What follows belongs to an exercise in optimizing a design on an open flow for small area, a short achievable clock period and few clock cycles; a production flow would make more cautious choices.
At most, simulation tests tie the RTL to the original design; equivalence was not proved.
For runs 1 and 2, only the layout was checked, not whether the RTL still works.
No activity file was given, so power comes from the tool's default toggle rates.

[run.sh]
#!/bin/bash
# synth_recipe.tcl (not shown) runs the flow's synth.tcl, then flattens the netlist and writes it again
# the make line also repeats each setting of config.mk as NAME=value (left out here)
make -C /OpenROAD-flow-scripts/flow DESIGN_CONFIG=/design/flow/config.mk WORK_HOME=/design/flow/orfs CLKGATE_MAP_FILE= SYNTH_SCRIPT=/design/flow/synth_recipe.tcl finish
[config.mk]
export PLATFORM = sky130hd
export DESIGN_NAME = dvb_voice
export DESIGN_NICKNAME = dvb_voice
export VERILOG_FILES = /design/flow/design.v
export SDC_FILE = /design/flow/constraint.sdc
export NUM_CORES = 4
export LEC_CHECK = 0
export ABC_AREA = 1
export ABC_CLOCK_PERIOD_IN_PS = 100000
export CAP_MARGIN = 20
export CORE_MARGIN = 2
export CORE_UTILIZATION = 40
export CTS_BUF_LIST = sky130_fd_sc_hd__clkbuf_8
export PLACE_DENSITY = 0.6
export SLEW_MARGIN = 20
[design.v]
module dvb_rca #(parameter W = 8) (
    input  wire [W-1:0] a,
    input  wire [W-1:0] b,
    input  wire         ci,
    output wire [W-1:0] s,
    output wire         co
);
    wire [W:0] c;
    assign c[0] = ci;
    genvar i;
    generate
        for (i = 0; i < W; i = i + 1) begin : g_bit
            assign s[i]   = a[i] ^ b[i] ^ c[i];
            assign c[i+1] = (a[i] & b[i]) | (c[i] & (a[i] ^ b[i]));
        end
    endgenerate
    assign co = c[W];
endmodule
module dvb_voice (
    input  wire        clk,
    input  wire        rst,
    input  wire        cfg_we,
    input  wire [6:0]  cfg_addr,
    input  wire [7:0]  cfg_data,
    input  wire        cmd_valid,
    output wire        cmd_ready,
    input  wire [1:0]  cmd_op,
    input  wire [6:0]  cmd_note,
    input  wire [6:0]  cmd_vel,
    input  wire [15:0] cmd_count,
    output wire        out_valid,
    input  wire        out_ready,
    output wire [15:0] out_sample,
    output wire        active
);
    localparam [2:0] ENV_OFF     = 3'b000;
    localparam [2:0] ENV_ATTACK  = 3'b100;
    localparam [2:0] ENV_DECAY   = 3'b101;
    localparam [2:0] ENV_SUSTAIN = 3'b110;
    localparam [2:0] ENV_RELEASE = 3'b111;
    localparam [1:0] C_IDLE   = 2'd0;
    localparam [1:0] C_CMD    = 2'd1;
    localparam [1:0] C_NOTEON = 2'd2;
    localparam [1:0] C_RENDER = 2'd3;
    localparam [3:0] U_START = 4'd0;
    localparam [3:0] U_VIB   = 4'd1;
    localparam [3:0] U_U     = 4'd2;
    localparam [3:0] U_F     = 4'd3;
    localparam [3:0] U_FMOV  = 4'd4;
    localparam [3:0] U_FINE  = 4'd5;
    localparam [3:0] U_RMOV  = 4'd6;
    localparam [3:0] U_X     = 4'd7;
    localparam [3:0] U_XMOV  = 4'd8;
    localparam [3:0] U_DIV   = 4'd9;
    localparam [3:0] U_SSET  = 4'd10;
    localparam [3:0] U_SDIV  = 4'd11;
    localparam [3:0] U_KSET  = 4'd12;
    localparam [3:0] U_KMUL  = 4'd13;
    localparam [3:0] U_DONE  = 4'd14;
    localparam [3:0] U_PMOV  = 4'd15;
    reg [1:0]   initial_wave;
    reg [7:0]   seq_speed;
    reg [4:0]   seq_length;
    reg [7:0]   attack_length;
    reg [6:0]   attack_level;
    reg [7:0]   decay_length;
    reg [6:0]   decay_level;
    reg [7:0]   sustain_length;
    reg [6:0]   sustain_level;
    reg [7:0]   release_length;
    reg [7:0]   vib_delay;
    reg [5:0]   vib_speed;       
    reg [7:0]   vib_depth;
    reg [4:0]   arp_length;
    reg [31:0]  seq_waves;       
    reg [127:0] arp_offsets;     
    reg [15:0]  sample_rate;
    reg        cfg_we_q;
    reg [6:0]  cfg_addr_q;
    reg [7:0]  cfg_data_q;
    reg        rst_q;
    always @(posedge clk) begin
        cfg_we_q   <= cfg_we;
        cfg_addr_q <= cfg_addr;
        cfg_data_q <= cfg_data;
        rst_q      <= rst;
    end
    wire [1:0] cfg_wave  = (cfg_data_q[7:2] != 6'd0) ? 2'd3 : cfg_data_q[1:0];
    wire [6:0] cfg_level = (cfg_data_q[7] || (cfg_data_q[6] && cfg_data_q[5:0] != 6'd0)) ? 7'd64 : cfg_data_q[6:0];
    wire [4:0] cfg_len16 = ((cfg_data_q[7:5] != 3'd0) || (cfg_data_q[4] && cfg_data_q[3:0] != 4'd0)) ? 5'd16 : cfg_data_q[4:0];
    wire [7:0] wd      = cfg_data_q & {8{~rst_q}};
    wire [1:0] wd_wave = cfg_wave   & {2{~rst_q}};
    wire [6:0] wd_lvl  = cfg_level  & {7{~rst_q}};
    wire [4:0] wd_l16  = cfg_len16  & {5{~rst_q}};
    wire [7:0] wd_srl  = rst_q ? 8'd50 : cfg_data_q;
    function sel(input [6:0] a, input [6:0] v);
        sel = rst_q | (cfg_we_q & (a == v));
    endfunction
    localparam [111:0] SEQ_ADDR = {7'd61, 7'd58, 7'd55, 7'd52, 7'd49, 7'd46, 7'd43, 7'd40,
                                   7'd37, 7'd34, 7'd31, 7'd28, 7'd25, 7'd22, 7'd19, 7'd16};
    integer k;
    always @(posedge clk) begin
        if (sel(cfg_addr_q, 7'd1))  initial_wave   <= wd_wave;
        if (sel(cfg_addr_q, 7'd2))  seq_speed      <= wd;
        if (sel(cfg_addr_q, 7'd3))  seq_length     <= wd_l16;
        if (sel(cfg_addr_q, 7'd4))  attack_length  <= wd;
        if (sel(cfg_addr_q, 7'd5))  attack_level   <= wd_lvl;
        if (sel(cfg_addr_q, 7'd6))  decay_length   <= wd;
        if (sel(cfg_addr_q, 7'd7))  decay_level    <= wd_lvl;
        if (sel(cfg_addr_q, 7'd8))  sustain_length <= wd;
        if (sel(cfg_addr_q, 7'd9))  sustain_level  <= wd_lvl;
        if (sel(cfg_addr_q, 7'd10)) release_length <= wd;
        if (sel(cfg_addr_q, 7'd11)) vib_delay      <= wd;
        if (sel(cfg_addr_q, 7'd12)) vib_speed      <= wd[5:0];
        if (sel(cfg_addr_q, 7'd13)) vib_depth      <= wd;
        if (sel(cfg_addr_q, 7'd14)) arp_length     <= wd_l16;
        if (sel(cfg_addr_q, 7'd96)) sample_rate[7:0]  <= wd_srl;
        if (sel(cfg_addr_q, 7'd97)) sample_rate[15:8] <= wd;
        for (k = 0; k < 16; k = k + 1) begin
            if (sel(cfg_addr_q, SEQ_ADDR[7 * k +: 7]))
                seq_waves[2 * k +: 2] <= wd_wave;
            if (sel(cfg_addr_q, 7'd64 + k[6:0]))
                arp_offsets[8 * k +: 8] <= wd;
        end
    end
    wire       dl_gt;        
    wire [6:0] dl_dummy;
    wire       dl_ge_n;      
    dvb_rca #(7) u_dlcmp (.a(attack_level), .b(~decay_level), .ci(1'b1), .s(dl_dummy), .co(dl_ge_n));
    assign dl_gt = ~dl_ge_n;
    wire [6:0] decay_level_eff = dl_gt ? attack_level : decay_level;
    wire       sr_lt50  = (sample_rate[15:6] == 10'd0) &&
                          !(sample_rate[5] && sample_rate[4] && (sample_rate[3] || sample_rate[2] || sample_rate[1]));
    wire [15:0] rate_eff = sr_lt50 ? 16'd50 : sample_rate;
    reg [15:0] tick_acc;
    reg [6:0]  base_note;
    reg [6:0]  velocity;
    reg [21:0] phase;
    reg [21:0] phase_inc;
    reg [1:0]  active_wave;
    reg [3:0]  seq_step;
    reg [7:0]  seq_counter;
    reg [3:0]  arp_index;
    reg [5:0]  vib_phase;
    reg [7:0]  vib_delay_left;
    reg [2:0]  env_state;
    reg        active_q;        
    reg [7:0]  env_ticks;
    reg [22:0] env_volume;
    reg [28:0] vol_vel;         
    assign active = active_q;
    reg [3:0]  ust;
    reg [5:0]  cnt;
    reg        eng_next;        
    reg [32:0] acc;
    reg [22:0] qr;
    reg [21:0] pin;             
    wire       vdl_nz  = (vib_delay_left != 8'd0);
    wire [7:0] vdl_dec;
    wire       vdl_co;
    dvb_rca #(8) u_vdl (.a(vib_delay_left), .b(8'hff), .ci(1'b0), .s(vdl_dec), .co(vdl_co));
    wire [7:0] vdl_n   = vdl_nz ? vdl_dec : vib_delay_left;
    wire [5:0] vp_add;
    wire       vp_co;
    dvb_rca #(6) u_vp (.a(vib_phase), .b(vib_speed), .ci(1'b0), .s(vp_add), .co(vp_co));
    wire [5:0] vp_n    = vdl_nz ? vib_phase : vp_add;
    wire [4:0] ai_inc  = {1'b0, arp_index} + 5'd1;
    wire [4:0] ai_cmp_s;
    wire       ai_ge;           
    dvb_rca #(5) u_aic (.a(ai_inc), .b(~arp_length), .ci(1'b1), .s(ai_cmp_s), .co(ai_ge));
    wire [3:0] ai_n    = (arp_length == 5'd0) ? arp_index : (ai_ge ? 4'd0 : ai_inc[3:0]);
    wire       seq_on  = (seq_length != 5'd0) && (seq_speed != 8'd0);
    wire [7:0] sc_inc;
    wire       sc_co;
    dvb_rca #(8) u_sci (.a(seq_counter), .b(8'd0), .ci(1'b1), .s(sc_inc), .co(sc_co));
    wire [7:0] sc_cmp_s;
    wire       sc_cmp_co;       
    dvb_rca #(8) u_scc (.a(sc_inc), .b(~seq_speed), .ci(1'b1), .s(sc_cmp_s), .co(sc_cmp_co));
    wire       sc_ge   = sc_co | sc_cmp_co;
    wire       seq_adv = seq_on && sc_ge;
    wire [4:0] ss_inc  = {1'b0, seq_step} + 5'd1;
    wire [4:0] ss_cmp_s;
    wire       ss_ge;
    dvb_rca #(5) u_ssc (.a(ss_inc), .b(~seq_length), .ci(1'b1), .s(ss_cmp_s), .co(ss_ge));
    wire [1:0] seq_w   = seq_waves[2 * seq_step +: 2];
    wire [1:0] aw_n    = seq_adv ? seq_w : active_wave;
    wire [3:0] ss_n    = seq_adv ? (ss_ge ? 4'd0 : ss_inc[3:0]) : seq_step;
    wire [7:0] sc_n    = seq_adv ? 8'd0 : (seq_on ? sc_inc : seq_counter);
    function [21:0] wave_mask(input [1:0] w);
        wave_mask = (w == 2'd0) ? 22'h0fffff : (w == 2'd3) ? 22'h3fffff : 22'h1fffff;
    endfunction
    wire [7:0]  tk_inc;
    wire        tk_co;
    dvb_rca #(8) u_tki (.a(env_ticks), .b(8'd0), .ci(1'b1), .s(tk_inc), .co(tk_co));
    reg  [7:0]  len_sel;
    always @(*) begin
        case (env_state[1:0])
            2'b00:   len_sel = attack_length;
            2'b01:   len_sel = decay_length;
            2'b10:   len_sel = sustain_length;
            default: len_sel = release_length;
        endcase
    end
    wire [7:0]  tk_cmp_s;
    wire        tk_cmp_co;
    dvb_rca #(8) u_tkc (.a(tk_inc), .b(~len_sel), .ci(1'b1), .s(tk_cmp_s), .co(tk_cmp_co));
    wire        n_ge    = tk_co | tk_cmp_co;           
    wire        env_sub = (env_state[1:0] != 2'b00);
    wire [24:0] v_step;
    wire        v_co;
    dvb_rca #(25) u_vst (.a({2'b00, env_volume}), .b(env_sub ? ~{2'b00, qr} : {2'b00, qr}),
                         .ci(env_sub), .s(v_step), .co(v_co));
    wire [7:0]  va_s;
    wire        va_ge;
    dvb_rca #(8) u_vac (.a(v_step[23:16]), .b(~{1'b0, attack_level}), .ci(1'b1), .s(va_s), .co(va_ge));
    wire [7:0]  vd_s;
    wire        vd_ge;
    dvb_rca #(8) u_vdc (.a(v_step[23:16]), .b(~{1'b0, decay_level_eff}), .ci(v_step[15:0] != 16'd0), .s(vd_s), .co(vd_ge));
    wire        v_neg   = v_step[24];
    wire        vd_le   = v_neg | ~vd_ge;
    wire        vr_le   = v_neg | (v_step[23:0] == 24'd0);
    reg  [2:0]  st_n;
    reg  [7:0]  tk_n;
    reg  [22:0] vol_n;
    always @(*) begin
        st_n  = env_state;
        tk_n  = env_ticks;
        vol_n = env_volume;
        case (env_state)
            ENV_ATTACK: begin
                if (va_ge || n_ge) begin
                    tk_n = 8'd0;
                    if (decay_length == 8'd0) begin
                        st_n  = ENV_SUSTAIN;
                        vol_n = {sustain_level, 16'd0};
                    end else begin
                        st_n  = ENV_DECAY;
                        vol_n = {attack_level, 16'd0};
                    end
                end else begin
                    tk_n  = tk_inc;
                    vol_n = v_step[22:0];
                end
            end
            ENV_DECAY: begin
                if (vd_le || n_ge) begin
                    tk_n  = 8'd0;
                    st_n  = ENV_SUSTAIN;
                    vol_n = {sustain_level, 16'd0};
                end else begin
                    tk_n  = tk_inc;
                    vol_n = v_step[22:0];
                end
            end
            ENV_SUSTAIN: begin
                vol_n = {sustain_level, 16'd0};
                if (sustain_length != 8'd0) begin
                    tk_n = tk_inc;
                    if (n_ge) begin
                        tk_n = 8'd0;
                        if (release_length == 8'd0) begin
                            st_n  = ENV_OFF;
                            vol_n = 23'd0;
                        end else begin
                            st_n  = ENV_RELEASE;
                        end
                    end
                end
            end
            ENV_RELEASE: begin
                tk_n = tk_inc;
                if (vr_le || n_ge) begin
                    st_n  = ENV_OFF;
                    vol_n = 23'd0;
                end else begin
                    vol_n = v_step[22:0];
                end
            end
            default: ;
        endcase
    end
    wire [5:0] e_vp = eng_next ? vp_n : vib_phase;
    wire [3:0] e_ai = eng_next ? ai_n : arp_index;
    wire [1:0] e_aw = eng_next ? aw_n : active_wave;
    wire [3:0] sin_j = e_vp[3:0];
    reg [14:0] sin_mag;
    always @(*) begin
        case ({e_vp[4], sin_j})
            5'd0:  sin_mag = 15'd0;
            5'd1:  sin_mag = 15'd1606;
            5'd2:  sin_mag = 15'd3196;
            5'd3:  sin_mag = 15'd4756;
            5'd4:  sin_mag = 15'd6270;
            5'd5:  sin_mag = 15'd7723;
            5'd6:  sin_mag = 15'd9102;
            5'd7:  sin_mag = 15'd10394;
            5'd8:  sin_mag = 15'd11585;
            5'd9:  sin_mag = 15'd12665;
            5'd10: sin_mag = 15'd13623;
            5'd11: sin_mag = 15'd14449;
            5'd12: sin_mag = 15'd15137;
            5'd13: sin_mag = 15'd15679;
            5'd14: sin_mag = 15'd16069;
            5'd15: sin_mag = 15'd16305;
            5'd16: sin_mag = 15'd16384;
            5'd17: sin_mag = 15'd16305;
            5'd18: sin_mag = 15'd16069;
            5'd19: sin_mag = 15'd15679;
            5'd20: sin_mag = 15'd15137;
            5'd21: sin_mag = 15'd14449;
            5'd22: sin_mag = 15'd13623;
            5'd23: sin_mag = 15'd12665;
            5'd24: sin_mag = 15'd11585;
            5'd25: sin_mag = 15'd10394;
            5'd26: sin_mag = 15'd9102;
            5'd27: sin_mag = 15'd7723;
            5'd28: sin_mag = 15'd6270;
            5'd29: sin_mag = 15'd4756;
            5'd30: sin_mag = 15'd3196;
            default: sin_mag = 15'd1606;
        endcase
    end
    wire sin_neg  = e_vp[5];
    reg  [3:0]  u_oct;
    reg  [1:0]  u_m3;
    always @(*) begin
        case (pin[15:10])
            6'd0:  begin u_oct = 4'd0;  u_m3 = 2'd0; end
            6'd1:  begin u_oct = 4'd0;  u_m3 = 2'd1; end
            6'd2:  begin u_oct = 4'd0;  u_m3 = 2'd2; end
            6'd3:  begin u_oct = 4'd1;  u_m3 = 2'd0; end
            6'd4:  begin u_oct = 4'd1;  u_m3 = 2'd1; end
            6'd5:  begin u_oct = 4'd1;  u_m3 = 2'd2; end
            6'd6:  begin u_oct = 4'd2;  u_m3 = 2'd0; end
            6'd7:  begin u_oct = 4'd2;  u_m3 = 2'd1; end
            6'd8:  begin u_oct = 4'd2;  u_m3 = 2'd2; end
            6'd9:  begin u_oct = 4'd3;  u_m3 = 2'd0; end
            6'd10: begin u_oct = 4'd3;  u_m3 = 2'd1; end
            6'd11: begin u_oct = 4'd3;  u_m3 = 2'd2; end
            6'd12: begin u_oct = 4'd4;  u_m3 = 2'd0; end
            6'd13: begin u_oct = 4'd4;  u_m3 = 2'd1; end
            6'd14: begin u_oct = 4'd4;  u_m3 = 2'd2; end
            6'd15: begin u_oct = 4'd5;  u_m3 = 2'd0; end
            6'd16: begin u_oct = 4'd5;  u_m3 = 2'd1; end
            6'd17: begin u_oct = 4'd5;  u_m3 = 2'd2; end
            6'd18: begin u_oct = 4'd6;  u_m3 = 2'd0; end
            6'd19: begin u_oct = 4'd6;  u_m3 = 2'd1; end
            6'd20: begin u_oct = 4'd6;  u_m3 = 2'd2; end
            6'd21: begin u_oct = 4'd7;  u_m3 = 2'd0; end
            6'd22: begin u_oct = 4'd7;  u_m3 = 2'd1; end
            6'd23: begin u_oct = 4'd7;  u_m3 = 2'd2; end
            6'd24: begin u_oct = 4'd8;  u_m3 = 2'd0; end
            6'd25: begin u_oct = 4'd8;  u_m3 = 2'd1; end
            6'd26: begin u_oct = 4'd8;  u_m3 = 2'd2; end
            6'd27: begin u_oct = 4'd9;  u_m3 = 2'd0; end
            6'd28: begin u_oct = 4'd9;  u_m3 = 2'd1; end
            6'd29: begin u_oct = 4'd9;  u_m3 = 2'd2; end
            6'd30: begin u_oct = 4'd10; u_m3 = 2'd0; end
            6'd31: begin u_oct = 4'd10; u_m3 = 2'd1; end
            6'd32: begin u_oct = 4'd10; u_m3 = 2'd2; end
            6'd33: begin u_oct = 4'd11; u_m3 = 2'd0; end
            6'd34: begin u_oct = 4'd11; u_m3 = 2'd1; end
            6'd35: begin u_oct = 4'd11; u_m3 = 2'd2; end
            6'd36: begin u_oct = 4'd12; u_m3 = 2'd0; end
            6'd37: begin u_oct = 4'd12; u_m3 = 2'd1; end
            6'd38: begin u_oct = 4'd12; u_m3 = 2'd2; end
            6'd39: begin u_oct = 4'd13; u_m3 = 2'd0; end
            6'd40: begin u_oct = 4'd13; u_m3 = 2'd1; end
            6'd41: begin u_oct = 4'd13; u_m3 = 2'd2; end
            6'd42: begin u_oct = 4'd14; u_m3 = 2'd0; end
            6'd43: begin u_oct = 4'd14; u_m3 = 2'd1; end
            6'd44: begin u_oct = 4'd14; u_m3 = 2'd2; end
            6'd45: begin u_oct = 4'd15; u_m3 = 2'd0; end
            6'd46: begin u_oct = 4'd15; u_m3 = 2'd1; end
            default: begin u_oct = 4'd15; u_m3 = 2'd2; end
        endcase
    end
    wire [3:0] u_semi = {u_m3, pin[9:8]};
    reg [16:0] semi_rd;
    always @(*) begin
        case (u_semi)
            4'd0:  semi_rd = 17'd65536;
            4'd1:  semi_rd = 17'd69433;
            4'd2:  semi_rd = 17'd73562;
            4'd3:  semi_rd = 17'd77936;
            4'd4:  semi_rd = 17'd82570;
            4'd5:  semi_rd = 17'd87480;
            4'd6:  semi_rd = 17'd92682;
            4'd7:  semi_rd = 17'd98193;
            4'd8:  semi_rd = 17'd104032;
            4'd9:  semi_rd = 17'd110218;
            4'd10: semi_rd = 17'd116772;
            4'd11: semi_rd = 17'd123715;
            default: semi_rd = 17'd65536;
        endcase
    end
    wire [7:0]  arp_entry = arp_offsets[8 * e_ai +: 8];
    wire [7:0]  arp_eff   = (arp_length != 5'd0) ? arp_entry : 8'd0;
    wire [7:0]  note_b;
    wire        note_bc;
    dvb_rca #(7) u_nb (.a(base_note), .b(7'd39), .ci(1'b0), .s(note_b[6:0]), .co(note_bc));
    assign note_b[7] = note_bc;
    wire [10:0] note_a;
    wire        note_co;
    dvb_rca #(11) u_note (.a({3'd0, note_b}), .b({{3{arp_eff[7]}}, arp_eff}), .ci(1'b0),
                          .s(note_a), .co(note_co));
    wire [5:0] div_n0 = (e_aw == 2'd0) ? 6'd20 : (e_aw == 2'd3) ? 6'd22 : 6'd21;    
    wire [5:0] div_n;
    wire       div_n_co;
    dvb_rca #(6) u_divn (.a(div_n0), .b({2'd0, u_oct}), .ci(1'b0), .s(div_n), .co(div_n_co));
    wire [5:0] div_kp;
    wire       div_kp_co;
    dvb_rca #(6) u_divk (.a(div_n), .b(6'd42), .ci(1'b0), .s(div_kp), .co(div_kp_co));    
    wire [5:0] kp_cmp_s;
    wire       kp_ge;           
    dvb_rca #(6) u_kpc (.a(cnt), .b(~div_kp), .ci(1'b1), .s(kp_cmp_s), .co(kp_ge));
    wire       num_live = div_kp[5] | (div_kp == 6'd0) | kp_ge;
    wire [6:0] dec_diff;
    wire       dec_co;
    dvb_rca #(7) u_ddf (.a(attack_level), .b(~decay_level_eff), .ci(1'b1), .s(dec_diff), .co(dec_co));
    reg [6:0] st_lvl;
    reg [7:0] st_len;
    always @(*) begin
        case (env_state[1:0])
            2'b00:   begin st_lvl = attack_level;  st_len = attack_length;  end
            2'b01:   begin st_lvl = dec_diff;      st_len = decay_length;   end
            default: begin st_lvl = sustain_level; st_len = release_length; end
        endcase
    end
    localparam [5:0] C55 = 6'd55;
    reg        mbit;
    always @(*) begin
        case (ust)
            U_VIB:   mbit = vib_depth[cnt[2:0]];
            U_F:     mbit = pin[cnt[2:0]];
            U_FINE:  mbit = qr[16];
            U_X:     mbit = C55[cnt[2:0]];
            U_KMUL:  mbit = velocity[cnt[2:0]];
            default: mbit = 1'b0;
        endcase
    end
    reg [32:0] mval;
    reg        mneg;
    always @(*) begin
        mneg = 1'b0;
        case (ust)
            U_START: mval = {{16{note_a[10]}}, note_a, 6'd0};
            U_VIB:   begin mval = {18'd0, sin_mag}; mneg = sin_neg; end
            U_F:     mval = 33'd3897;
            U_FINE:  mval = {16'd0, semi_rd};
            U_X:     mval = {16'd0, qr[16:0]};
            U_DIV:   begin mval = {17'd0, rate_eff}; mneg = ~acc[32]; end
            U_SDIV:  begin mval = {25'd0, st_len}; mneg = ~acc[32]; end
            U_KMUL:  mval = {10'd0, eng_next ? vol_n : env_volume};
            default: mval = 33'd0;
        endcase
    end
    wire div_st  = (ust == U_DIV) || (ust == U_SDIV);
    wire div_fd  = qr[22] & ((ust == U_SDIV) | num_live);
    wire acc_clr = (ust == U_START) || (ust == U_U) || (ust == U_FMOV) || (ust == U_RMOV) ||
                   (ust == U_XMOV) || (ust == U_SSET) || (ust == U_KSET);
    wire acc_add = (ust == U_START) || div_st || mbit;
    wire [32:0] acc_a = acc_clr ? 33'd0 : {acc[31:0], div_st & div_fd};
    wire [32:0] acc_b = acc_add ? (mneg ? ~mval : mval) : 33'd0;
    wire [32:0] acc_sum;
    wire        acc_co;
    dvb_rca #(33) u_acc (.a(acc_a), .b(acc_b), .ci(acc_add & mneg), .s(acc_sum), .co(acc_co));
    wire [26:0] u_raw  = acc[32:6];
    wire        u_over = (u_raw[25:16] != 10'd0) || (u_raw[15] && u_raw[14]);
    wire [15:0] u_cl   = u_raw[26] ? 16'd0 : u_over ? 16'd49151 : u_raw[15:0];
    wire [5:0] cnt_dec;
    wire       cnt_co;
    dvb_rca #(6) u_cnt (.a(cnt), .b(6'h3f), .ci(1'b0), .s(cnt_dec), .co(cnt_co));
    wire       cnt_z = (cnt == 6'd0);
    wire eng_ready = (ust == U_DONE) && eng_next;
    reg  [7:0] w_mag;
    reg        w_neg;
    wire [7:0] w_lin = phase[19] ? {1'b0, phase[18:16], 4'd0} : {~|phase[18:16], phase[18:16] == 3'd0 ? 3'd0 : (3'd0 - phase[18:16]), 4'd0};
    always @(*) begin
        w_mag = 8'd0;
        w_neg = 1'b0;
        case (active_wave)
            2'd0: begin    
                w_neg = ~phase[19];
                w_mag = w_lin;
            end
            2'd1: begin    
                w_neg = phase[20];
                w_mag = 8'd64;
            end
            2'd2: begin    
                w_neg = phase[20] ^ ~phase[19];
                w_mag = w_lin;
            end
            default: begin    
                w_neg = phase[21];
                case (phase[20:16])
                    5'd0:  w_mag = 8'd0;
                    5'd1:  w_mag = 8'd12;
                    5'd2:  w_mag = 8'd25;
                    5'd3:  w_mag = 8'd37;
                    5'd4:  w_mag = 8'd49;
                    5'd5:  w_mag = 8'd60;
                    5'd6:  w_mag = 8'd71;
                    5'd7:  w_mag = 8'd81;
                    5'd8:  w_mag = 8'd90;
                    5'd9:  w_mag = 8'd98;
                    5'd10: w_mag = 8'd106;
                    5'd11: w_mag = 8'd112;
                    5'd12: w_mag = 8'd117;
                    5'd13: w_mag = 8'd122;
                    5'd14: w_mag = 8'd125;
                    5'd15: w_mag = 8'd126;
                    5'd16: w_mag = 8'd127;
                    5'd17: w_mag = 8'd126;
                    5'd18: w_mag = 8'd125;
                    5'd19: w_mag = 8'd122;
                    5'd20: w_mag = 8'd117;
                    5'd21: w_mag = 8'd112;
                    5'd22: w_mag = 8'd106;
                    5'd23: w_mag = 8'd98;
                    5'd24: w_mag = 8'd90;
                    5'd25: w_mag = 8'd81;
                    5'd26: w_mag = 8'd71;
                    5'd27: w_mag = 8'd60;
                    5'd28: w_mag = 8'd49;
                    5'd29: w_mag = 8'd37;
                    5'd30: w_mag = 8'd25;
                    default: w_mag = 8'd12;
                endcase
            end
        endcase
    end
    wire [7:0] wm = w_mag & {8{env_state[2]}};
    wire       wn = w_neg & env_state[2];
    wire [28:0] ppn [0:6];
    wire [35:0] prn [0:6];
    genvar gi;
    generate
        for (gi = 0; gi < 7; gi = gi + 1) begin : g_pp
            assign ppn[gi] = ~({29{wm[gi]}} & vol_vel);
        end
        assign prn[0] = {7'h7f, ppn[0]};
        for (gi = 1; gi < 7; gi = gi + 1) begin : g_row
            wire [28:0] rs;
            wire        rc;
            dvb_rca #(29) u_row (.a(prn[gi-1][28+gi:gi]), .b(ppn[gi]), .ci(1'b1), .s(rs), .co(rc));
            if (gi < 6) begin : g_mid
                assign prn[gi] = {{(6-gi){1'b1}}, rc, rs, prn[gi-1][gi-1:0]};
            end else begin : g_last
                assign prn[gi] = {rc, rs, prn[gi-1][gi-1:0]};
            end
        end
    endgenerate
    wire [20:0] s_x = wm[7] ? vol_vel[28:8] : ~prn[6][35:15];
    wire [13:0] s_a = s_x[20:7];
    wire [13:0] s_c;
    wire        s_cc;
    dvb_rca #(14) u_dc (.a(s_a), .b({7'd0, s_x[6:0]}), .ci(1'b0), .s(s_c), .co(s_cc));
    wire [7:0]  s_a2 = {s_cc, s_c[13:7]};
    wire [7:0]  s_s;
    wire        s_sc;
    dvb_rca #(8) u_ds (.a(s_a2), .b({1'b0, s_c[6:0]}), .ci(1'b0), .s(s_s), .co(s_sc));
    wire        s_e2 = (s_s[7:1] == 7'h7f);
    wire        s_e1 = s_s[7] | (s_s[6:0] == 7'h7f);
    wire [7:0]  s_t;
    wire        s_tc;
    dvb_rca #(8) u_dt (.a(s_a2), .b({6'd0, s_e2, s_e1 & ~s_e2}), .ci(1'b0), .s(s_t), .co(s_tc));
    wire [13:0] s_q0;
    wire        s_qc;
    dvb_rca #(14) u_dq (.a(s_a), .b({6'd0, s_t}), .ci(1'b0), .s(s_q0), .co(s_qc));
    wire [15:0] s_q = {1'b0, s_qc, s_q0};
    wire [15:0] sample;
    wire        smp_co;
    dvb_rca #(16) u_neg (.a(s_q ^ {16{wn}}), .b(16'd0), .ci(wn), .s(sample), .co(smp_co));
    wire [21:0] ph_sum;
    wire        ph_co;
    dvb_rca #(22) u_ph (.a(phase), .b(phase_inc), .ci(1'b0), .s(ph_sum), .co(ph_co));
    wire [15:0] tick_sum;
    wire        tick_c;
    dvb_rca #(16) u_ts (.a(tick_acc), .b(16'd50), .ci(1'b0), .s(tick_sum), .co(tick_c));
    wire [15:0] tick_dif;
    wire        tick_dc;
    dvb_rca #(16) u_td (.a(tick_sum), .b(~rate_eff), .ci(1'b1), .s(tick_dif), .co(tick_dc));
    wire        tick_due = tick_c | tick_dc;
    wire [15:0] fl_dec;
    wire        fl_co;
    dvb_rca #(16) u_fl (.a(frames_left), .b(16'hffff), .ci(1'b0), .s(fl_dec), .co(fl_co));
    reg [1:0]  ctl;
    reg        cmd_ready_q;
    reg        out_valid_q;     
    reg        ov;              
    reg [15:0] out_sample_q;
    reg [15:0] frames_left;     
    reg [1:0]  op_q;
    reg        ticked;
    assign cmd_ready  = cmd_ready_q;
    assign out_valid  = out_valid_q;
    assign out_sample = out_sample_q;
    wire fl_zero    = (frames_left == 16'd0);
    wire need_tick  = !ticked && env_state[2] && tick_due;
    wire prod_slot  = (ctl == C_RENDER) && !fl_zero;
    wire prod_frame = prod_slot && !need_tick;
    wire do_tick    = prod_slot && need_tick && eng_ready;
    wire o_free     = ~ov | out_ready;
    wire prod       = prod_frame & o_free;
    always @(posedge clk) begin
        if (rst) begin
            active_q <= 1'b0;
        end else if (ctl == C_CMD) begin
            if (op_q == 2'd0)
                active_q <= 1'b1;
            else if (op_q == 2'd1 && env_state[1:0] != 2'b11 && release_length == 8'd0)
                active_q <= 1'b0;
        end else if (do_tick) begin
            active_q <= st_n[2];
        end
    end
    always @(posedge clk) begin
        if (rst) begin
            ctl         <= C_IDLE;
            cmd_ready_q <= 1'b1;
            out_valid_q <= 1'b0;
            ov          <= 1'b0;
            ticked      <= 1'b0;
            env_state   <= ENV_OFF;
        end else begin
            case (ctl)
                C_IDLE: begin
                    if (cmd_valid) begin
                        cmd_ready_q <= 1'b0;
                        ctl         <= (cmd_op == 2'd2) ? C_RENDER : C_CMD;
                    end
                end
                C_CMD: begin
                    case (op_q)
                        2'd0: begin
                            if (attack_length != 8'd0) begin
                                env_state <= ENV_ATTACK;
                            end else if (decay_length != 8'd0) begin
                                env_state <= ENV_DECAY;
                            end else begin
                                env_state <= ENV_SUSTAIN;
                            end
                            ctl <= C_NOTEON;
                        end
                        2'd1: begin
                            if (env_state[2] && env_state[1:0] != 2'b11) begin
                                if (release_length == 8'd0)
                                    env_state <= ENV_OFF;
                                else
                                    env_state <= ENV_RELEASE;
                            end
                            ctl         <= C_IDLE;
                            cmd_ready_q <= 1'b1;
                        end
                        default: begin
                            ctl         <= C_IDLE;
                            cmd_ready_q <= 1'b1;
                        end
                    endcase
                end
                C_NOTEON: begin
                    if (ust == U_DONE && !eng_next) begin
                        ctl         <= C_IDLE;
                        cmd_ready_q <= 1'b1;
                    end
                end
                default: begin    
                    if (do_tick) begin
                        ticked    <= 1'b1;
                        env_state <= st_n;
                    end
                    if (prod)
                        ticked <= 1'b0;
                    if (o_free) begin
                        ov          <= prod_frame;
                        out_valid_q <= prod_frame;
                        if (fl_zero) begin
                            ctl         <= C_IDLE;
                            cmd_ready_q <= 1'b1;
                        end
                    end
                end
            endcase
        end
    end
    wire        ta_en  = rst | do_tick | (prod & env_state[2] & !ticked);
    wire [15:0] ta_val = (do_tick ? tick_dif : tick_sum) & {16{~rst}};
    always @(posedge clk)
        if (ta_en)
            tick_acc <= ta_val;
    always @(posedge clk) begin
        if (prod)
            out_sample_q <= sample;
        case (ctl)
            C_IDLE: begin
                frames_left <= cmd_count;
                op_q        <= cmd_op;
                if (cmd_valid && cmd_op == 2'd0) begin
                    base_note <= cmd_note;
                    velocity  <= cmd_vel;
                end
            end
            C_CMD: begin
                if (op_q == 2'd0) begin
                    phase          <= 22'd0;
                    seq_step       <= 4'd0;
                    seq_counter    <= 8'd0;
                    active_wave    <= initial_wave;
                    arp_index      <= 4'd0;
                    vib_phase      <= 6'd0;
                    vib_delay_left <= vib_delay;
                    env_ticks      <= 8'd0;
                    if (attack_length != 8'd0)
                        env_volume <= 23'd0;
                    else if (decay_length != 8'd0)
                        env_volume <= {attack_level, 16'd0};
                    else
                        env_volume <= {sustain_level, 16'd0};
                end else if (op_q == 2'd1) begin
                    if (env_state[2] && env_state[1:0] != 2'b11) begin
                        env_ticks <= 8'd0;
                        if (release_length == 8'd0)
                            env_volume <= 23'd0;
                    end
                end
            end
            C_NOTEON: begin
                if (ust == U_DONE && !eng_next) begin
                    phase_inc <= pin;
                    vol_vel   <= acc[28:0];
                end
            end
            default: begin    
                if (do_tick) begin
                    env_ticks  <= tk_n;
                    env_volume <= vol_n;
                    if (st_n[2]) begin
                        vib_delay_left <= vdl_n;
                        vib_phase      <= vp_n;
                        arp_index      <= ai_n;
                        seq_counter    <= sc_n;
                        seq_step       <= ss_n;
                        active_wave    <= aw_n;
                        phase          <= phase & wave_mask(aw_n);
                        phase_inc      <= pin;
                        vol_vel        <= acc[28:0];
                    end
                end
                if (prod) begin
                    frames_left <= fl_dec;
                    if (env_state[2])
                        phase <= ph_sum & wave_mask(active_wave);
                end
            end
        endcase
    end
    always @(posedge clk) begin
        if (rst) begin
            ust      <= U_DONE;
            eng_next <= 1'b0;
        end else begin
            case (ust)
                U_START: ust <= U_VIB;
                U_VIB:   if (cnt_z) ust <= U_U;
                U_U:     ust <= (u_cl[7:0] == 8'd0) ? U_RMOV : U_F;
                U_F:     if (cnt_z) ust <= U_FMOV;
                U_FMOV:  ust <= (acc[19:8] == 12'd0) ? U_RMOV : U_FINE;
                U_FINE:  if (cnt_z) ust <= U_RMOV;
                U_RMOV:  ust <= U_X;
                U_X:     if (cnt_z) ust <= U_XMOV;
                U_XMOV:  ust <= U_DIV;
                U_DIV:   if (cnt_z) ust <= U_PMOV;
                U_PMOV:  ust <= eng_next ? U_SSET : U_KSET;
                U_SSET:  ust <= U_SDIV;
                U_SDIV:  if (cnt_z) ust <= U_KSET;
                U_KSET:  ust <= (!eng_next && env_state[1:0] == 2'b00) ? U_DONE : U_KMUL;
                U_KMUL:  if (cnt_z) ust <= U_DONE;
                U_DONE: begin
                    if (!eng_next && ctl == C_NOTEON) begin
                        eng_next <= 1'b1;
                        ust      <= U_START;
                    end
                end
            endcase
            if (cfg_we_q || do_tick) begin
                eng_next <= 1'b1;
                ust      <= U_START;
            end else if (ctl == C_CMD && op_q == 2'd0) begin
                eng_next <= 1'b0;
                ust      <= U_START;
            end else if (ctl == C_CMD && op_q == 2'd1 && eng_next &&
                         (ust == U_SSET || ust == U_SDIV || ust == U_KSET || ust == U_KMUL || ust == U_DONE)) begin
                ust <= U_SSET;
            end
        end
    end
    always @(posedge clk) begin
        case (ust)
            U_START, U_U, U_FMOV, U_RMOV, U_XMOV, U_SSET, U_KSET, U_VIB, U_F, U_FINE, U_X, U_KMUL, U_DIV, U_SDIV:
                acc <= acc_sum;
            default: ;
        endcase
        case (ust)
            U_START: cnt <= 6'd7;
            U_U:     begin pin <= {6'd0, u_cl}; cnt <= 6'd7; end
            U_FMOV:  begin qr <= {6'd0, 5'b10000, acc[19:8]}; cnt <= 6'd16; end
            U_FINE:  begin qr <= {qr[21:0], 1'b0}; cnt <= cnt_dec; end
            U_RMOV:  begin qr <= {6'd0, (acc[32:16] == 17'd0) ? semi_rd : acc[32:16]}; cnt <= 6'd5; end
            U_XMOV:  begin qr <= acc[22:0]; cnt <= div_n; end
            U_DIV:   begin qr <= {qr[21:0], ~acc_sum[32]}; cnt <= cnt_dec; end
            U_PMOV:  pin <= {qr[21] & (div_n != 6'd20), qr[20:0]};
            U_SSET:  begin qr <= {st_lvl, 16'd0}; cnt <= 6'd22; end
            U_SDIV:  begin qr <= {qr[21:0], ~acc_sum[32]}; cnt <= cnt_dec; end
            U_KSET:  cnt <= 6'd6;
            U_VIB, U_F, U_X, U_KMUL: cnt <= cnt_dec;
            default: ;
        endcase
    end
endmodule
[constraint.sdc]
create_clock -name core_clock -period 180.0 [get_ports {clk}]
set_input_delay 36.0000 -clock core_clock [delete_from_list [all_inputs] [get_ports {clk}]]
set_output_delay 36.0000 -clock core_clock [all_outputs]
set_load 0.01 [all_outputs]
==> results of run 1 <==
layout by cell type, fill, tap and decap left out, types with 20 or more instances in the layout:
| cell type | n |
|---|---|
| nand2_1 | 655 |
| o21ai_0 | 306 |
| buf_4 | 69 |
| o31ai_1 | 21 |
| nor4_1 | 23 |
| o22ai_1 | 27 |
| inv_1 | 630 |
| dfxtp_1 | 44 |
| clkbuf_8 | 109 |
| nand3_1 | 120 |
| edfxtp_1 | 555 |
| mux2i_1 | 38 |
| nor3_1 | 27 |
| nand4_1 | 23 |
| clkdlybuf4s50_1 | 70 |
| a31oi_1 | 21 |
| clkinv_2 | 20 |
| o211ai_1 | 33 |
| ha_1 | 197 |
| a211oi_1 | 23 |
| clkinv_1 | 35 |
| fa_1 | 286 |
| o21ai_1 | 29 |
| a21oi_1 | 156 |
| xor2_1 | 40 |
| nor2_1 | 505 |
worst max-delay path, stage by stage:
cell and delay (ns):
clkdlybuf4s50_1 0.47, inv_1 0.05, nand2_1 0.05, inv_1 0.04, nor3_1 0.16, nand2_1 0.20
nor2_1 0.14, buf_4 0.28, nand2_1 0.09, o211ai_1 0.08, inv_1 0.07, o21ai_0 0.73
inv_1 0.32, ha_1 0.29, or2_2 0.33, o21ai_1 0.17, nand3_1 0.09, nand2_1 0.08
final cells by class:
type,instances,share of cell area
well taps,1287,0.0366
flip-flops and latches,599,0.399
clock inverters,90,0.0163
multi-input cells,2699,0.433
diodes,2,0.000114
inverters,623,0.0531
clock buffers,109,0.0341
repair buffers,141,0.0281
where the power goes:
group	total [mW]	leakage (nW)	switching, mW	internal [mW]
combinational	0.213	11.9	0.144	0.0688
clock	0.134	1.21	0.0620	0.0718
sequential	0.209	5.71	0.0209	0.188
per-stage QoR:
stage	setup slack, ns	hold slack (ns)	cell area, sq um	power, mW
global placement	140.16	0.403	41800	0.421
global route	140.72	0.416	44000	0.594
finish	141.05	0.414	44000	0.556
floorplan	141.50	0.400	39400	0.348
CTS	141.01	0.396	44000	0.558
detailed placement	140.20	0.407	41800	0.422
per-layer routing:
| metal | GRT usage | part of all wire |
|---|---|---|
| met5 | 0 | 0.00011 |
| met4 | 0.0866 | 0.040 |
| met3 | 0.0353 | 0.064 |
| met2 | 0.369 | 0.47 |
| met1 | 0.300 | 0.43 |
flip-flops by register name (all words and copies together), names as in the netlist, 16 cells and up, named ones only:
| register | cells |
|---|---|
| sample_rate | 16 |
| frames_left | 16 |
| phase_inc | 22 |
| out_sample_q | 16 |
| acc | 33 |
| qr | 23 |
| phase | 22 |
| tick_acc | 16 |
| env_volume | 23 |
| arp_offsets | 128 |
| seq_waves | 32 |
| vol_vel | 29 |
| pin | 22 |
cells by family (layout without fill, tap and decap cells):
| family | after synthesis | after routing | share of synthesized area |
|---|---|---|---|
| xor gates and xnor gates | 51 | 51 | 0.0113 |
| muxes | 39 | 39 | 0.00993 |
| buffers and inverters | 773 | 963 | 0.0746 |
| and+or+nand+nor | 1405 | 1405 | 0.145 |
| other | 0 | 2 | 0 |
| AOI/OAI and AO/OA | 720 | 720 | 0.106 |
| DFF | 599 | 599 | 0.445 |
| adders and majority gates | 484 | 484 | 0.208 |
worst max-delay path by stage:
| stage | startpoint | to | slack, ns | cells past startpoint |
|---|---|---|---|---|
| 6_report | out_ready | flop | 141.05 | 18 |
| 5_1_grt | out_ready | flop | 140.72 | 21 |
| 4_1_cts | out_ready | flop | 141.01 | 18 |
| 3_5_place_dp | out_ready | flop | 140.20 | 18 |
| 3_3_place_gp | out_ready | flop | 140.16 | 18 |
| 2_1_floorplan | out_ready | flop | 141.50 | 17 |
==> notes.md, run 1 <==
most frequent cell after synthesis nand2_1; Yosys top cell area share 0.423; Hold Path Origin pin[17]$_SDFFCE_PN0N_; Hold Path Stages 0; FF-to-FF setup slack 151.97 ns; reg-to-reg critical path startpoint env_state[1]$_SDFFE_PP0P_; total routed wirelength 114 mm; worst min path class reg -> reg; PostCTS Resize Cnt 0; crit end category flop; Root Driver clkbuf_8; I/O pins 71; synthesized area per cell 9.69 sq um; largest net degree at the start of global routing 72; wire length of the first global-routing pass 174 mm; clk sinks 599; Worst Skew 0.0487 ns; Die X-Extent 318 microns; final hold vios 0; WL per Instance 20.5 microns; Cells after Synth 4071; syn nets 4607; Final Setup Violations 0; Die Ht 318 microns; Worst EP arrival 39.64 ns; Max FO, Critical Path 26; fin cells 5550; FMAX 0.0257 GHz; max cap viols 0; Layout Nets 4705; sequential cell area 0.0175 sq mm; IO buf count 70; Hold Buf Count CTS 0; share of layout cells above drive strength 1 0.0676; vias per cell 5.29; Remaining Overflow, GRT 0; top_reg_cell synth edfxtp_1; Clock Latency Late Sink 0.78 ns; ANT nets after route 0; FILL cells 9453; Tcrit/Tclk final 0.216; initial core utilization 0.402; DRC violations left 0; Detailed Routing Iterations Pass 1 6; Post-synth EDFFs 555; CTS Buf Count 105; hold endpoint phase_inc[17]$_DFFE_PP_; Post-synth top cells 656 x nand2_1, 610 x inv_1, 555 x edfxtp_1; post-synthesis cell type count 55; multi-input logic area 0.0191 sq mm; CTS Buffer Depth 3; fraction of registers with async set/reset 0; First DRT Iteration DRCs 2849; HPWL after DPL 86.4 mm; static leakage 18.8 nW; Synth Register Bits 599; Seq/Total Area, Yosys 0.445; Worst-path clk slew 0.06 ns; CTS tree built; Setup TNS 0 ns; startpoint types primary input; Req. time, crit path 180.69 ns; area leader, netlist edfxtp_1; initial antenna violation count 4; VDD IR max 0.00824 mV; area of the core 0.0981 sq mm; gr usage total 0.225; Synth Cell Area 0.0394 sq mm; cells on worst reg2reg path 77; Ys Warns 1; Max Slew Vio Count 0; status no timing/DRC/antenna violations; Slew Limit Headroom 0.256; die area 0.101 sq mm; placed instance count 5348; post-route minimum period 38.95 ns; Worst Tran Pin Value 1.12 ns; Area growth, synth to finish 11.6%; final core occ 0.448; top cells by area, synth edfxtp_1 42%, fa_1 15%, ha_1 6.3%; setup repair after global routing missed its margin no; Setup CP Type in -> reg; number of global-route vias before repair 29060; cell row count 115; Final Wtd Congestion 0.975; setup bufs post-CTS 0; CTS H-tree lvls 3; r2r endpoint qr[0]$_DFFE_PP_; pwr dens 12.6 mW/mm^2; via count 29342
==> run 2, diff against run 1 <==
--- a/design.v
+++ b/design.v
@@ -692,2 +692,8 @@
             tick_acc <= ta_val;
+    wire        ph_clr = (ctl == C_CMD) && (op_q == 2'd0);
+    wire        ph_en  = ph_clr | (do_tick & st_n[2]) | (prod & env_state[2]);
+    wire [21:0] ph_d   = (do_tick ? (phase & wave_mask(aw_n)) : (ph_sum & wave_mask(active_wave))) & {22{~ph_clr}};
+    always @(posedge clk)
+        if (ph_en)
+            phase <= ph_d;
     always @(posedge clk) begin
@@ -706,3 +712,2 @@
                 if (op_q == 2'd0) begin
-                    phase          <= 22'd0;
                     seq_step       <= 4'd0;
@@ -745,3 +750,2 @@
                         active_wave    <= aw_n;
-                        phase          <= phase & wave_mask(aw_n);
                         phase_inc      <= pin;
@@ -752,4 +756,2 @@
                     frames_left <= fl_dec;
-                    if (env_state[2])
-                        phase <= ph_sum & wave_mask(active_wave);
                 end
==> notes.md, run 2 <==
status no timing/DRC/antenna violations (unchanged); Logic pwr share 0.361 (was 0.383); Layout Nets 4645 (was 4705); crit end category flop (unchanged); largest net degree at the start of global routing 60 (was 72); final hold vios 0 (unchanged); WL per Instance 20.5 microns (about the same); post-synthesis cell type count 56 (was 55); design area 0.0438 sq mm (was 0.0440 sq mm); switching power total 0.209 mW (was 0.227 mW); Die Ht 317 microns (was 318 microns); Hold Path Origin pin[17]$_SDFFCE_PN0N_ (unchanged); Top reg by flops arp_offsets (unchanged); CTS tree built (unchanged); Worst EP arrival 39.38 ns (was 39.64 ns); gr usage total 0.225 (about the same); share of layout cells above drive strength 1 0.0634 (was 0.0676); fraction of registers with async set/reset 0 (unchanged); most common cell after layout, fill and taps aside inv_1 (was nand2_1); Tcrit/Tclk final 0.215 (was 0.216); vias per cell 5.32 (was 5.29); launch point of the worst path out_ready (unchanged); Clk pwr share 0.249 (was 0.241); IO buf count 70 (unchanged); number of global-route vias before repair 28411 (was 29060); most frequent cell after synthesis inv_1 (was nand2_1); synthesized area per cell 9.78 sq um (was 9.69 sq um); Die X-Extent 317 microns (was 318 microns); Seq pwr share 0.390 (was 0.376); Worst Tran Pin Value 1.19 ns (was 1.12 ns); Post-synth top cells 606 x inv_1, 584 x nand2_1, 555 x edfxtp_1 (was 656 x nand2_1, 610 x inv_1, 555 x edfxtp_1); CTS Buf Count 105 (unchanged); final core occ 0.451 (was 0.448); ANT nets after route 0 (unchanged); top cells by area, synth edfxtp_1 42%, fa_1 15%, ha_1 6.3% (unchanged); Final Setup Violations 0 (unchanged); Post-synth EDFFs 555 (unchanged); Sw Share 0.395 (was 0.408); Seq/Total Area, Yosys 0.447 (was 0.445); via count 29118 (was 29342); CTS Buffer Depth 3 (unchanged); commonest cells after routing, fill and taps aside 635 x inv_1, 584 x nand2_1, 555 x edfxtp_1 (was 655 x nand2_1, 630 x inv_1, 555 x edfxtp_1); Remaining Overflow, GRT 0 (unchanged); Ys Warns 1 (unchanged); post-route minimum period 38.77 ns (was 38.95 ns); Yosys top cell area share 0.424 (was 0.423); Hold Buf Count CTS 0 (unchanged); Cells after Synth 4018 (was 4071); worst min path class reg -> reg (unchanged); startpoint types primary input (unchanged); Int Pwr 0.320 mW (was 0.329 mW); area leader, netlist edfxtp_1 (unchanged); die area 0.101 sq mm (about the same); total routed wirelength 112 mm (was 114 mm); Synth Cell Area 0.0393 sq mm (was 0.0394 sq mm); syn nets 4553 (was 4607); initial core utilization 0.405 (was 0.402); Max FO, Critical Path 33 (was 26); reg-to-reg critical path startpoint env_state[0]$_SDFFE_PP0P_ (was env_state[1]$_SDFFE_PP0P_); First DRT Iteration DRCs 2778 (was 2849); setup bufs post-CTS 0 (unchanged); Final Wtd Congestion 0.956 (was 0.975); initial antenna violation count 5 (was 4); Root Driver clkbuf_8 (unchanged); PostCTS Resize Cnt 0 (unchanged); max FFs per register 128 (unchanged); Setup TNS 0 ns (unchanged); Top Registers arp_offsets x128, acc x33, seq_waves x32 (unchanged); Max Slew Vio Count 0 (unchanged); clk sinks 599 (unchanged); placed inst area 0.0416 sq mm (was 0.0418 sq mm); CTS H-tree lvls 3 (unchanged); setup repair after global routing missed its margin no (unchanged); DRC violations left 0 (unchanged); cell row count 114 (was 115); Worst Skew 0.0698 ns (was 0.0487 ns); top_reg_cell synth edfxtp_1 (unchanged); max cap viols 0 (unchanged); wire length of the first global-routing pass 172 mm (was 174 mm); Detailed Routing Iterations Pass 1 6 (unchanged); Clock Latency Late Sink 0.76 ns (was 0.78 ns); I/O pins 71 (unchanged); Worst-path clk slew 0.06 ns (about the same); Req. time, crit path 180.61 ns (was 180.69 ns); Synth Register Bits 599 (unchanged); HPWL after DPL 85.1 mm (was 86.4 mm); FMAX 0.0258 GHz (was 0.0257 GHz); Area growth, synth to finish 11.5% (was 11.6%); pwr dens 12.1 mW/mm^2 (was 12.6 mW/mm^2); Slew Limit Headroom 0.205 (was 0.256); area of the core 0.0970 sq mm (was 0.0981 sq mm); VDD IR max 0.00605 mV (was 0.00824 mV); Setup CP Type in -> reg (unchanged); static leakage 18.6 nW (was 18.8 nW)
-- run 2: power groups by stage --
stage          registers (mW)  logic (mW)  clock network [mW]
2_1_floorplan           0.198       0.130                   0
3_3_place_gp            0.209       0.188                   0
3_5_place_dp            0.209       0.189                   0
4_1_cts                 0.206       0.190               0.134
5_1_grt                 0.208       0.215               0.140
6_report                0.206       0.191               0.132
-- run 2: worst max-delay path: stages --
cell             delay (ns)
clkdlybuf4s50_1        0.46
inv_1                  0.06
nand2_1                0.05
inv_1                  0.06
nor3_1                 0.17
nand2_1                0.33
o21ai_0                0.27
inv_1                  0.17
nand2_4                0.40
nand2_1                0.09
nand2_1                0.24
inv_1                  0.15
ha_1                   0.23
or2_2                  0.31
nand3_1                0.14
nand3_1                0.09
nand3_1                0.10
nand2_1                0.05
-- run 2: worst paths after layout --
path | endpoint | slack, ns | depth (start not counted)
worst max-delay path | flop | 141.23 | 18
worst min-delay path | phase_inc[17]$_DFFE_PP_ | 0.42 | 0
worst max register to register | qr[0]$_DFFE_PP_ | 152.34 | 76
worst min register to register | phase_inc[17]$_DFFE_PP_ | 0.42 | 0
-- run 2: per-layer routing --
metal | routed length, microns | vias up | GRT usage
met4 | 4880 | 0 | 0.0938
met3 | 7570 | 226 | 0.0302
met5 | 0 | - | 0
li1 | - | 13693 | -
met1 | 47600 | 14136 | 0.304
met2 | 51900 | 1063 | 0.365
-- run 2: area by class of cell --
class / count / area, sq um
flip-flops and latches: 599 / 17500
inverters: 616 / 2310
diodes: 2 / 5.00
repair buffers: 141 / 1240
fillers: 9226 / 53200
clock buffers: 113 / 1560
multi-input cells: 2647 / 18900
well taps: 1276 / 1600
clock inverters: 81 / 632
-- run 2: kinds of logic (layout without fill, tap and decap cells) --
family          count (synthesis)  after routing  share of synthesized area
xor+xnor                       50             50                     0.0111
flops                         599            599                      0.447
compound gates                720            720                      0.108
mux                            43             43                     0.0110
other cells                     0              2                          0
fa+ha+maj                     483            483                      0.209
buf+inv                       772            951                     0.0751
simple gates                 1351           1351                      0.140
-- run 2: per-stage QoR --
step | hold slack (ns) | cells | setup WS, ns | total power [mW]
6_report | 0.422 | 5475 | 141.23 | 0.529
5_1_grt | 0.425 | 5475 | 140.95 | 0.564
4_1_cts | 0.423 | 5472 | 141.31 | 0.531
3_5_place_dp | 0.409 | 5278 | 140.52 | 0.397
3_3_place_gp | 0.414 | 5278 | 140.50 | 0.396
2_1_floorplan | 0.400 | 4018 | 141.17 | 0.328
==> run 3, diff against run 2 <==
--- a/design.v
+++ b/design.v
@@ -593,2 +593,4 @@
     reg [15:0] out_sample_q;
+    reg        sv;              
+    reg [15:0] skid;
     reg [15:0] frames_left;     
@@ -601,3 +603,3 @@
     wire need_tick  = !ticked && env_state[2] && tick_due;
-    wire prod_slot  = (ctl == C_RENDER) && !fl_zero;
+    wire prod_slot  = (ctl == C_RENDER) && !sv && !fl_zero;
     wire prod_frame = prod_slot && !need_tick;
@@ -605,3 +607,3 @@
     wire o_free     = ~ov | out_ready;
-    wire prod       = prod_frame & o_free;
+    wire prod       = prod_frame;
     always @(posedge clk) begin
@@ -624,4 +626,3 @@
             ov          <= 1'b0;
-            ticked      <= 1'b0;
-            env_state   <= ENV_OFF;
+            sv          <= 1'b0;
         end else begin
@@ -637,9 +638,2 @@
                         2'd0: begin
-                            if (attack_length != 8'd0) begin
-                                env_state <= ENV_ATTACK;
-                            end else if (decay_length != 8'd0) begin
-                                env_state <= ENV_DECAY;
-                            end else begin
-                                env_state <= ENV_SUSTAIN;
-                            end
                             ctl <= C_NOTEON;
@@ -647,8 +641,2 @@
                         2'd1: begin
-                            if (env_state[2] && env_state[1:0] != 2'b11) begin
-                                if (release_length == 8'd0)
-                                    env_state <= ENV_OFF;
-                                else
-                                    env_state <= ENV_RELEASE;
-                            end
                             ctl         <= C_IDLE;
@@ -669,12 +657,7 @@
                 default: begin    
-                    if (do_tick) begin
-                        ticked    <= 1'b1;
-                        env_state <= st_n;
-                    end
-                    if (prod)
-                        ticked <= 1'b0;
                     if (o_free) begin
-                        ov          <= prod_frame;
-                        out_valid_q <= prod_frame;
-                        if (fl_zero) begin
+                        ov          <= sv | prod_frame;
+                        out_valid_q <= sv | prod_frame;
+                        sv          <= 1'b0;
+                        if (fl_zero && !sv) begin
                             ctl         <= C_IDLE;
@@ -682,2 +665,4 @@
                         end
+                    end else if (prod_frame) begin
+                        sv <= 1'b1;
                     end
@@ -687,4 +672,31 @@
     end
-    wire        ta_en  = rst | do_tick | (prod & env_state[2] & !ticked);
-    wire [15:0] ta_val = (do_tick ? tick_dif : tick_sum) & {16{~rst}};
+    always @(posedge clk) begin
+        if (rst_q) begin
+            ticked    <= 1'b0;
+            env_state <= ENV_OFF;
+        end else if (ctl == C_CMD) begin
+            if (op_q == 2'd0) begin
+                if (attack_length != 8'd0)
+                    env_state <= ENV_ATTACK;
+                else if (decay_length != 8'd0)
+                    env_state <= ENV_DECAY;
+                else
+                    env_state <= ENV_SUSTAIN;
+            end else if (op_q == 2'd1) begin
+                if (env_state[2] && env_state[1:0] != 2'b11) begin
+                    if (release_length == 8'd0)
+                        env_state <= ENV_OFF;
+                    else
+                        env_state <= ENV_RELEASE;
+                end
+            end
+        end else if (do_tick) begin
+            ticked    <= 1'b1;
+            env_state <= st_n;
+        end else if (prod) begin
+            ticked <= 1'b0;
+        end
+    end
+    wire        ta_en  = rst_q | do_tick | (prod & env_state[2] & !ticked);
+    wire [15:0] ta_val = (do_tick ? tick_dif : tick_sum) & {16{~rst_q}};
     always @(posedge clk)
@@ -699,4 +711,8 @@
     always @(posedge clk) begin
-        if (prod)
-            out_sample_q <= sample;
+        if (ctl == C_RENDER) begin
+            if (o_free && (sv || prod_frame))
+                out_sample_q <= sv ? skid : sample;
+            if (!o_free && prod_frame)
+                skid <= sample;
+        end
         case (ctl)
@@ -761,3 +777,3 @@
     always @(posedge clk) begin
-        if (rst) begin
+        if (rst_q) begin
             ust      <= U_DONE;
--- a/config.mk
+++ b/config.mk
@@ -11,5 +11,4 @@
 export CORE_MARGIN = 2
-export CORE_UTILIZATION = 40
-export CTS_BUF_LIST = sky130_fd_sc_hd__clkbuf_8
-export PLACE_DENSITY = 0.6
+export CORE_UTILIZATION = 55
+export PLACE_DENSITY = 0.7
 export SLEW_MARGIN = 20
==> notes.md, run 3 <==
HPWL after DPL 82.9 mm (was 85.1 mm); Worst-path clk slew 0.06 ns (about the same); launch point of the worst path ov$_SDFFE_PP0P_ (was out_ready); setup bufs post-CTS 0 (unchanged); Critical Path Max Stage Delay 0.56 ns (was 0.46 ns); Tcrit/Tclk final 0.208 (was 0.215); cells on worst reg2reg path 82 (was 76); CTS H-tree lvls 3 (unchanged); PostCTS Resize Cnt 0 (unchanged); commonest cells after routing, fill and taps aside 788 x nand2_1, 571 x edfxtp_1, 562 x inv_1 (was 635 x inv_1, 584 x nand2_1, 555 x edfxtp_1); die area 0.0749 sq mm (was 0.101 sq mm); crit end category output pin (was flop); via count 30376 (was 29118); Buf+Inv Stages, Crit Path 1 (was 5); Seq/Total Area, Yosys 0.451 (was 0.447); pre-CTS setup slack 142.27 ns (was 140.52 ns); Die Ht 274 microns (was 317 microns); VDD IR max 0.00959 mV (was 0.00605 mV); Remaining Overflow, GRT 0 (unchanged); ANT nets after route 0 (unchanged); Hold Buf Count CTS 0 (unchanged); fraction of registers with async set/reset 0 (unchanged); IO buf count 70 (unchanged); Hold Path Stages 0 (unchanged); worst min path class reg -> reg (unchanged); Clk pwr share 0.245 (was 0.249); Max Slew Vio Count 0 (unchanged); top cells by area, synth edfxtp_1 43%, fa_1 14%, nand2_1 7.4% (was edfxtp_1 42%, fa_1 15%, ha_1 6.3%); Post-synth EDFFs 571 (was 555); status no timing/DRC/antenna violations (unchanged); I/O pins 71 (unchanged); Clock Latency Late Sink 0.63 ns (was 0.76 ns); largest net degree at the start of global routing 60 (unchanged); post-synthesis cell type count 59 (was 56); cell row count 98 (was 114); Worst EP arrival 1.52 ns (was 39.38 ns); switching power total 0.245 mW (was 0.209 mW); max FFs per register 128 (unchanged); Synth Register Bits 616 (was 599); Die X-Extent 274 microns (was 317 microns); startpoint types flop (was primary input); r2r endpoint out_sample_q[14]$_DFFE_PP_ (was qr[0]$_DFFE_PP_); Layout Nets 4717 (was 4645); post-route minimum period 37.52 ns (was 38.77 ns); CTS Buf Count 69 (was 105); Setup TNS 0 ns (unchanged); Seq pwr share 0.354 (was 0.390); FILL cells 5922 (was 9226); top_reg_cell synth edfxtp_1 (unchanged); area of the core 0.0717 sq mm (was 0.0970 sq mm); Final Setup Violations 0 (unchanged); total routed wirelength 112 mm (about the same); static leakage 18.8 nW (was 18.6 nW); worst-path cell chain clkdlybuf4s50_1 (was clkdlybuf4s50_1, inv_1, nand2_1, inv_1, nor3_1, nand2_1, o21ai_0, inv_1, nand2_4, nand2_1, nand2_1, inv_1, ha_1, or2_2, nand3_1, nand3_1, nand3_1, nand2_1); Slew Limit Headroom 0.233 (was 0.205); fin worst setup slack 142.48 ns (was 141.23 ns); Worst Tran Pin Value 1.12 ns (was 1.19 ns); sequential cell area 0.0180 sq mm (was 0.0175 sq mm); final core occ 0.617 (was 0.451); Synth Cell Area 0.0400 sq mm (was 0.0393 sq mm); Ys Warns 1 (unchanged); wire length of the first global-routing pass 172 mm (about the same); Area growth, synth to finish 10.7% (was 11.5%); final hold vios 0 (unchanged); Max FO, Critical Path 3 (was 33); Final Wtd Congestion 1.01 (was 0.956); CP top delay family buffers and inverters (was simple AND/OR/NAND/NOR gates); hold endpoint phase_inc[18]$_DFFE_PP_ (was phase_inc[17]$_DFFE_PP_); Cells after Synth 4133 (was 4018); Setup CP Type reg -> out (was in -> reg); max cap viols 0 (unchanged); share of layout cells above drive strength 1 0.0540 (was 0.0634); Post-synth top cells 788 x nand2_1, 571 x edfxtp_1, 562 x inv_1 (was 606 x inv_1, 584 x nand2_1, 555 x edfxtp_1); Root Driver clkbuf_16 (was clkbuf_8); Req. time, crit path 144.00 ns (was 180.61 ns); CTS Buffer Depth 3 (unchanged); placed inst area 0.0418 sq mm (was 0.0416 sq mm); Sw Share 0.403 (was 0.395); DRC violations left 0 (unchanged); setup repair after global routing missed its margin no (unchanged); number of global-route vias before repair 29497 (was 28411); worst hold margin 0.418 ns (was 0.422 ns); synthesized area per cell 9.67 sq um (was 9.78 sq um); vias per cell 5.86 (was 5.32); initial core utilization 0.557 (was 0.405); reg-to-reg critical path startpoint env_state[2]$_SDFFE_PP0P_ (was env_state[0]$_SDFFE_PP0P_); most common cell after layout, fill and taps aside nand2_1 (was inv_1); most frequent cell after synthesis nand2_1 (was inv_1); area leader, netlist edfxtp_1 (unchanged); Int Pwr 0.364 mW (was 0.320 mW); pwr dens 13.8 mW/mm^2 (was 12.1 mW/mm^2); Top reg by flops arp_offsets (unchanged); FMAX 0.0267 GHz (was 0.0258 GHz); design area 0.0442 sq mm (was 0.0438 sq mm); slowest CP cell clkdlybuf4s50_1 (unchanged); Hold Path Origin pin[18]$_SDFFCE_PN0N_ (was pin[17]$_SDFFCE_PN0N_); clk sinks 616 (was 599); CTS tree built (unchanged); Detailed Routing Iterations Pass 1 6 (unchanged); Yosys top cell area share 0.429 (was 0.424); multi-input logic area 0.0192 sq mm (was 0.0189 sq mm); gr usage total 0.302 (was 0.225); First DRT Iteration DRCs 3327 (was 2778); Top Registers arp_offsets x128, acc x33, seq_waves x32 (unchanged); initial antenna violation count 1 (was 5); Worst Skew 0.0291 ns (was 0.0698 ns); Logic pwr share 0.401 (was 0.361); syn nets 4667 (was 4553); WL per Instance 21.5 microns (was 20.5 microns); FF-to-FF setup slack 151.60 ns (was 152.34 ns)
==> run 3: cell types whose count changed after synthesis, moves of 9 or more <==
cell      delta
edfxtp_1    +16
o21ai_1     -11
nand2_1    +204
a21oi_1      -9
nor2_1      -24
inv_1       -44
a32o_1       +9
a211oi_1    -16
nand3_1     +21
o21ai_0     -38
mux2i_1     -39
==> run 3: final cells by class <==
cell class	count	area share
diodes	1	0.0000566
clock buffers	87	0.0420
clock inverters	38	0.0119
inverters	576	0.0489
multi-input cells	2778	0.434
flip-flops and latches	616	0.408
well taps	950	0.0269
repair buffers	142	0.0281
==> run 3: routing by layer <==
layer,up-vias,part of all wire,GRT usage
li1,13954,-,-
met3,303,0.083,0.0511
met4,0,0.063,0.168
met1,14664,0.38,0.388
met5,-,0,0
met2,1455,0.47,0.490
==> run 3: cells by family (layout without fill, tap and decap cells) <==
kind of cell | count (synthesis) | in the layout | share of synthesized area
other | 0 | 1 | 0
adder cells (fa/ha/maj) | 482 | 482 | 0.205
AO/OA/AOI/OAI | 676 | 676 | 0.102
AND/OR/NAND/NOR | 1566 | 1566 | 0.160
multiplexers | 4 | 4 | 0.00100
flip-flops | 616 | 616 | 0.451
buffers and inverters | 739 | 843 | 0.0702
XOR/XNOR | 50 | 50 | 0.0110
==> run 3: worst max-delay path by stage <==
stage,end,slack [ns],depth (start not counted)
global placement,out_sample_q[1]$_DFFE_PP_,142.30,7
finish,out_valid,142.48,1
CTS,out_valid,142.45,1
detailed placement,out_sample_q[7]$_DFFE_PP_,142.27,7
global route,out_valid,142.44,1
floorplan,skid[0]$_DFFE_PP_,142.79,3
==> run 3: through the flow <==
step	total power, mW	std cells
after floorplan	0.375	4133
after global placement	0.451	5062
after detailed placement	0.457	5062
after CTS	0.607	5187
after global routing	0.647	5187
final	0.609	5188
==> run 3: power groups by stage <==
stage          Sequential (mW)  Clock (mW)  Combinational (mW)
6_report                 0.216       0.149               0.244
5_1_grt                  0.217       0.155               0.274
4_1_cts                  0.215       0.151               0.242
3_5_place_dp             0.217           0               0.240
3_3_place_gp             0.217           0               0.234
2_1_floorplan            0.205           0               0.170
Testbench counts of run 3, summed over its fixed seeds: cycles 646,383.

port drivers added, routing unchanged:
The flow's constraints put no driver on any port. The routed layouts listed below were extracted and timed again, unchanged, in two steps.
Step 1 assumes that a clkbuf_16 drives the clock port and a buf_2 every other input.
Step 2 times the ports against the registers' clock, not the clock port: input delays grow and output delays shrink by t, the midpoint of the rising clock arrivals with the driver on.
a / b / c = ideal / step 1 / step 2; a / b = the first two.
run | t (ns) | setup WS [ns] | hold WS [ns]
run 1 | 0.811 | 141.046 / 141.083 / 140.271 | 0.414 / 0.414 / 0.414
run 2 | 0.793 | 141.229 / 141.250 / 140.457 | 0.422 / 0.422 / 0.422
run 3 | 0.683 | 142.483 / 142.417 / 142.245 | 0.418 / 0.418 / 0.418
After both steps every run listed still meets setup and hold. The setup slack of run 1, which loses most, moves by +0.037 ns with the drivers and by -0.775 ns with both steps.
